Background: an optimization exercise with open tools, aiming at a short achievable clock period and few clock cycles. Do not read the settings as production practice.
In this exercise RTL edits were held to simulation tests only and were not proved equivalent to the original.
No activity file was given, so power comes from the tool's default toggle rates.

`design/flow/config.mk`:
```
export PLATFORM = sky130hd
export DESIGN_NAME = labbb_cpu
export DESIGN_NICKNAME = labbb_cpu
export VERILOG_FILES = /design/flow/design.v
export SDC_FILE = /design/flow/constraint.sdc
export NUM_CORES = 4
export LEC_CHECK = 0
export CAP_MARGIN = 20
export CELL_PAD_IN_SITES_DETAIL_PLACEMENT = 1
export CELL_PAD_IN_SITES_GLOBAL_PLACEMENT = 2
export CORE_MARGIN = 2
export CORE_UTILIZATION = 30
export PLACE_DENSITY = 0.45
export SLEW_MARGIN = 20
```
`design/flow/constraint.sdc`:
```
create_clock -name core_clock -period 15.0 [get_ports {clk}]
set_input_delay 3.0000 -clock core_clock [delete_from_list [all_inputs] [get_ports {clk}]]
set_output_delay 3.0000 -clock core_clock [all_outputs]
set_load 0.01 [all_outputs]
```
`design/flow/design.v`:
```
module labbb_cpu (
    input  wire       clk,
    input  wire       rst,           
    input  wire       start,         
    input  wire       host_we,       
    input  wire [7:0] host_waddr,
    input  wire [3:0] host_wdata,
    input  wire [7:0] host_raddr,    
    output wire [3:0] host_rdata,
    input  wire [3:0] host_rsel,     
    output wire [7:0] host_rreg,
    output wire       busy,
    output wire [1:0] status,
    output wire [7:0] pc
);
    localparam [1:0] ST_OK      = 2'd0;
    localparam [1:0] ST_HALT    = 2'd1;
    localparam [1:0] ST_BADINSN = 2'd2;
    localparam [1:0] ST_BADALGN = 2'd3;
    localparam PH_FETCH   = 1'b0;
    localparam PH_EXECUTE = 1'b1;
    reg [3:0]  mem [0:255];
    reg [7:0]  x   [0:15];
    reg [7:0]  pc_r;
    reg [7:0]  next_r;
    reg [15:0] ir;
    reg [1:0]  status_r;
    reg        phase;
    reg        running;
    assign busy       = running;
    assign status     = status_r;
    assign pc         = pc_r;
    assign host_rdata = mem[host_raddr];
    assign host_rreg  = x[host_rsel];
    wire [15:0] fetch_word = {mem[pc_r], mem[pc_r + 8'd1], mem[pc_r + 8'd2], mem[pc_r + 8'd3]};
    wire        misaligned = (pc_r[1:0] != 2'b00);
    wire [3:0] op  = ir[15:12];
    wire [3:0] n2  = ir[11:8];
    wire [3:0] n1  = ir[7:4];
    wire [3:0] n0  = ir[3:0];
    wire [7:0] imm = ir[7:0];
    wire is_halt    = (ir == 16'h0000);
    wire is_invalid = ((op == 4'h0) && (ir[11:0] != 12'h000)) ||
                      (((op == 4'h3) || (op == 4'h5) || (op == 4'h6)) && (n2 != 4'h0));
    wire is_rr  = (op == 4'h3) || (op == 4'h5) || (op == 4'h6);
    wire [3:0] ra = is_rr ? n1 : n2;
    wire [3:0] rb = is_rr ? n0 : n1;
    wire [3:0] rc = n0;
    wire [7:0] xa = x[ra];
    wire [7:0] xb = x[rb];
    wire [7:0] xc = x[rc];
    wire [7:0]  product = xb * xc;        
    reg  [7:0]  shift_res;
    always @(*) begin
        if (!xc[7]) begin
            shift_res = (xc >= 8'd8) ? 8'd0 : (xb << xc[2:0]);
        end else begin
            if (xc <= 8'hf8)
                shift_res = 8'd0;
            else
                shift_res = xb >> (8'd0 - xc);
        end
    end
    wire [7:0] daddr  = ((op == 4'h1) || (op == 4'h4)) ? imm : xb;
    wire [7:0] dread  = {mem[daddr], mem[daddr + 8'd1]};
    reg        rf_we;
    reg [7:0]  rf_wdata;
    always @(*) begin
        rf_we    = 1'b1;
        rf_wdata = 8'd0;
        case (op)
            4'h1: rf_wdata = dread;              
            4'h2: rf_wdata = imm;                
            4'h3: rf_wdata = dread;              
            4'h6: rf_wdata = xb;                 
            4'h7: rf_wdata = xb + xc;            
            4'h8: rf_wdata = xa + imm;           
            4'h9: rf_wdata = product;       
            4'ha: rf_wdata = xb - xc;            
            4'hb: rf_wdata = shift_res;          
            4'hc: rf_wdata = xb & xc;            
            4'hd: rf_wdata = xb | xc;            
            4'he: rf_wdata = xb ^ xc;            
            default: rf_we = 1'b0;               
        endcase
    end
    wire mem_we = (op == 4'h4) || (op == 4'h5);
    reg taken;
    always @(*) begin
        case (ir[1:0])
            2'd0: taken = (x[n2] == 8'd0);
            2'd1: taken = (x[n2] != 8'd0);
            2'd2: taken = x[n2][7];
            default: taken = x[n2][7] || (x[n2] == 8'd0);
        endcase
    end
    wire is_jump = (op == 4'hf);
    wire [7:0] target = {imm[7:2], 2'b00};
    wire do_execute = running && (phase == PH_EXECUTE);
    wire exec_ok    = !rst && do_execute && !is_halt && !is_invalid;
    integer i;
    always @(posedge clk) begin
        if (rst) begin
            pc_r     <= 8'd0;
            next_r   <= 8'd0;
            ir       <= 16'd0;
            status_r <= ST_OK;
            phase    <= PH_FETCH;
            running  <= 1'b0;
            for (i = 0; i < 16; i = i + 1)
                x[i] <= 8'd0;
        end else if (!running) begin
            if (start && (status_r == ST_OK))
                running <= 1'b1;
        end else if (phase == PH_FETCH) begin
            if (misaligned) begin
                status_r <= ST_BADALGN;
                running  <= 1'b0;
            end else begin
                ir     <= fetch_word;
                next_r <= pc_r + 8'd4;
                phase  <= PH_EXECUTE;
            end
        end else begin
            if (is_halt) begin
                status_r <= ST_HALT;
                running  <= 1'b0;
            end else if (is_invalid) begin
                status_r <= ST_BADINSN;
                running  <= 1'b0;
            end else begin
                if (rf_we)
                    x[ra] <= rf_wdata;
                pc_r  <= (is_jump && taken) ? target : next_r;
                phase <= PH_FETCH;
            end
        end
    end
    always @(posedge clk) begin
        if (!running && host_we) begin
            mem[host_waddr] <= host_wdata;
        end else if (exec_ok && mem_we) begin
            mem[daddr]        <= xa[7:4];
            mem[daddr + 8'd1] <= xa[3:0];
        end
    end
endmodule
```
`design/flow/run.sh`:
```
#!/bin/bash
# synth_recipe.tcl (not shown) runs the flow's synth.tcl, then flattens the netlist and writes it again
# the make line also repeats each setting of config.mk as NAME=value (left out here)
make -C /OpenROAD-flow-scripts/flow DESIGN_CONFIG=/design/flow/config.mk WORK_HOME=/design/flow/orfs CLKGATE_MAP_FILE= SYNTH_SCRIPT=/design/flow/synth_recipe.tcl finish
```
==> impl_metrics.ini <==
[synthesis]
synth_area_um2 = 118600
yosys_register_bits = 1188
async_reset_ff_frac = 0
synth_most_common_cell = mux4_2
synth_edf_count = 1152
synth_ff_type = edfxtp_1
syn-num-nets = 10810
synth_top_area_frac = 0.3654
yosys_warnings = 1
seq_area_frac_synth = 0.2978
yosys-top-cells-count = mux4_2 (1924), nor2_1 (1332), nand2_1 (1231), edfxtp_1 (1152), a21oi_1 (1082)
ys_types = 106
synth.area.top_cells = mux4_2 (37%), edfxtp_1 (29%), a21oi_1 (4.6%)
synth.avg_cell_area_um2 = 11.08
synthCells = 10710
synth_largest_area_cell = mux4_2

[critical_path]
required_ns = 12.00
ff2ff_path_depth = 17
cp-start-kind = primary input
worstPathArrival_ns = 7.45
critPathKind = in -> out
critPathMaxFanout = 85
reg2reg_slack_ns = 5.00
worst_setup_path_end_kind = primary output

[floorplanning]
ios = 51
die_x_um = 632.7
core_um2 = 393100
row_count = 230
die-area_um2 = 400400
die_h_um = 632.7
start_util = 0.3017

[timing]
fmax_ghz = 0.09569
slew-limit-headroom = 0.1086
maxSlewViolCount = 0
fin_skew_ns = 0.08171
worst_slew_pin_slew_ns = 1.334
rsz0062_at_grt = no
setup_viol = 0
fin_crit_ns = 10.45
hold_violations = 0
min_period_over_period = 0.6967
tns_ns = 0

[global_routing]
grt_usage = 0.4081
grt_pass1_vias = 107100
grt_pass1_wl_mm = 1094
grt-ovfl-total = 0
antenna_found_initial = 139
grt_max_degree = 123

[clock_network]
clkLatencyLatePin_ns = 0.96
cts_root_buf = clkbuf_16
path_clk_slew_ns = 0.05
cts_tree = yes
cts_resized = 0
htreeDepth = 4
cts.hold.buffers_added = 0
numCtsBuffers = 164
cts_sinks = 1188
post-cts-setup-buffers = 0
cts_buffer_depth = 4

[layout]
nets = 10260
drive_above_1_share = 0.2769
area_delta_synth_final_pct = 10.30

[power]
power_mw = 15.78
p_per_area_nw_per_um2 = 120.6
vdd_ir_drop_max_uv = 123.5
power.leakage_nw = 41.03

[placement]
gp_congestion = 1.010
hpwl_mm = 587.3
portBuffers = 50

[drt]
drc_errors = 0
routedWlPerCell_um = 53.65
wl_mm = 836.3
vias = 114300
antenna_left = 0
vias_per_cell = 7.335
drtIter0Drc = 18520
dr.pass1.iters = 6

[min_path]
worstHoldPathType = reg -> reg
holdPathStages = 2

[status]
status = timing/DRC/antenna clean

[flow_run]
cap_violations = 0
==> cell usage in the layout (no fill, tap or decap), types with 55 or more instances in the layout <==
| cell type | instances |
|---|---|
| nor2b_1 | 126 |
| a31oi_1 | 79 |
| clkbuf_16 | 165 |
| edfxtp_1 | 1152 |
| nand3_1 | 406 |
| a311oi_1 | 89 |
| nor4_1 | 63 |
| and3_1 | 96 |
| inv_1 | 60 |
| diode_2 | 78 |
| a211oi_1 | 167 |
| nand2_1 | 1207 |
| mux2i_1 | 384 |
| mux4_2 | 1924 |
| a21oi_1 | 1070 |
| nor2_1 | 1308 |
| ha_1 | 55 |
| buf_4 | 386 |
| o22ai_1 | 330 |
| o21ai_0 | 194 |
==> metal layers <==
metal / GRT usage / share of wire / up-vias
li1: - / - / 41910
met1: 0.5276 / 0.39 / 61590
met2: 0.5884 / 0.42 / 8959
met3: 0.1511 / 0.13 / 1795
met4: 0.2218 / 0.063 / 68
met5: 0.01087 / 0.0013 / -
==> flip-flops by register name (all words and copies together), names as in the netlist <==
name and count:
ir 16, x 128, mem 1024, next_r 8, pc_r 8, status_r 2, running 1, phase 1
==> power by group <==
part	leakage, nW	switching [mW]	total (mW)	internal [mW]
sequential	10.8	0.0629	3.72	3.66
combinational	27.7	5.82	8.03	2.22
clock	2.54	1.77	4.03	2.25
==> stage by stage <==
| step | util | worst slack, ns | cell area (um^2) | instances | hold slack, ns |
|---|---|---|---|---|---|
| final | 0.3328 | 4.550 | 130800 | 15590 | 0.4623 |
| after global routing | 0.3324 | 4.441 | 130700 | 15530 | 0.4886 |
| after CTS | 0.3319 | 4.569 | 130500 | 15510 | 0.4657 |
| after detailed placement | 0.3187 | 4.571 | 125300 | 15210 | 0.4579 |
| after global placement | 0.3183 | 3.723 | 125100 | 15200 | 0.4434 |
| after floorplan | - | 5.833 | 118600 | 10710 | 0.4357 |
==> worst max-delay path, stage by stage <==
cell,delay (ns)
buf_8,0.48
buf_12,0.46
mux4_2,0.62
mux4_2,0.64
mux4_2,0.60
mux4_2,0.64
clkdlybuf4s50_1,0.53
==> path summary, 6_finish.rpt <==
check                                       startpoint                endpoint
worst min-delay path            next_r[0]$_SDFFE_PP0P_  next_r[0]$_SDFFE_PP0P_
worst max register to register      ir[1]$_SDFFE_PP0P_   x[0][0]$_SDFFCE_PN0P_
worst min register to register  next_r[0]$_SDFFE_PP0P_  next_r[0]$_SDFFE_PP0P_
worst max-delay path                     host_raddr[0]           host_rdata[2]
==> cell type report <==
| type | instances | area (um^2) |
|---|---|---|
| clock inverter | 105 | 968.4 |
| antenna | 78 | 195.2 |
| timing repair buffer | 468 | 3999 |
| inverter | 72 | 295.3 |
| sequential | 1188 | 35340 |
| clock buffer | 193 | 4234 |
| fill | 42570 | 262300 |
| tap | 5220 | 6531 |
| multi-input combinational | 8262 | 79250 |
==> kinds of logic (layout without fill, tap and decap cells) <==
logic type	Yosys count	count (layout)	share of synthesized area
multiplexers	2362	2362	0.4028
AO/OA/AOI/OAI	2261	2261	0.1159
flip-flops	1188	1188	0.2978
adder cells (fa/ha/maj)	72	72	0.008482
buffers and inverters	1258	838	0.04261
XOR/XNOR	73	73	0.005549
AND/OR/NAND/NOR	3494	3494	0.1269
other	0	78	0
Testbench counts, summed over its fixed seeds: cycles 146,696.

-- static timing again, ports no longer ideal --
The results above use ideal ports. As a check the final layout listed here was re-extracted and re-timed, cells and wires unchanged. Step 1 (the two cells are an assumption about what drives the block):
set clk [get_ports {clk}]
set_driving_cell -lib_cell sky130_fd_sc_hd__clkbuf_16 $clk
set_driving_cell -lib_cell sky130_fd_sc_hd__buf_2 [delete_from_list [all_inputs] $clk]
Step 2 moves the port delays by t, midway between the first and last clock arrival at a register: inputs arrive t later, outputs are due t later. That takes back most of the time a late clock gives input paths. Three values: ideal ports, drivers, drivers and shift; two values: the first two.
shift t [ns]: 1.032
slack for setup (ns): 4.550 / 4.498 / 4.498
worst hold slack (ns): 0.462 / 0.462 / 0.462
clock arrival spread, ns: 0.082 / 0.082
worst slew at a driven data input, ns: 0.07
After both steps this run still meets setup and hold. For this run, drivers alone change the setup slack by -0.052 ns; drivers and shift together by -0.052 ns.
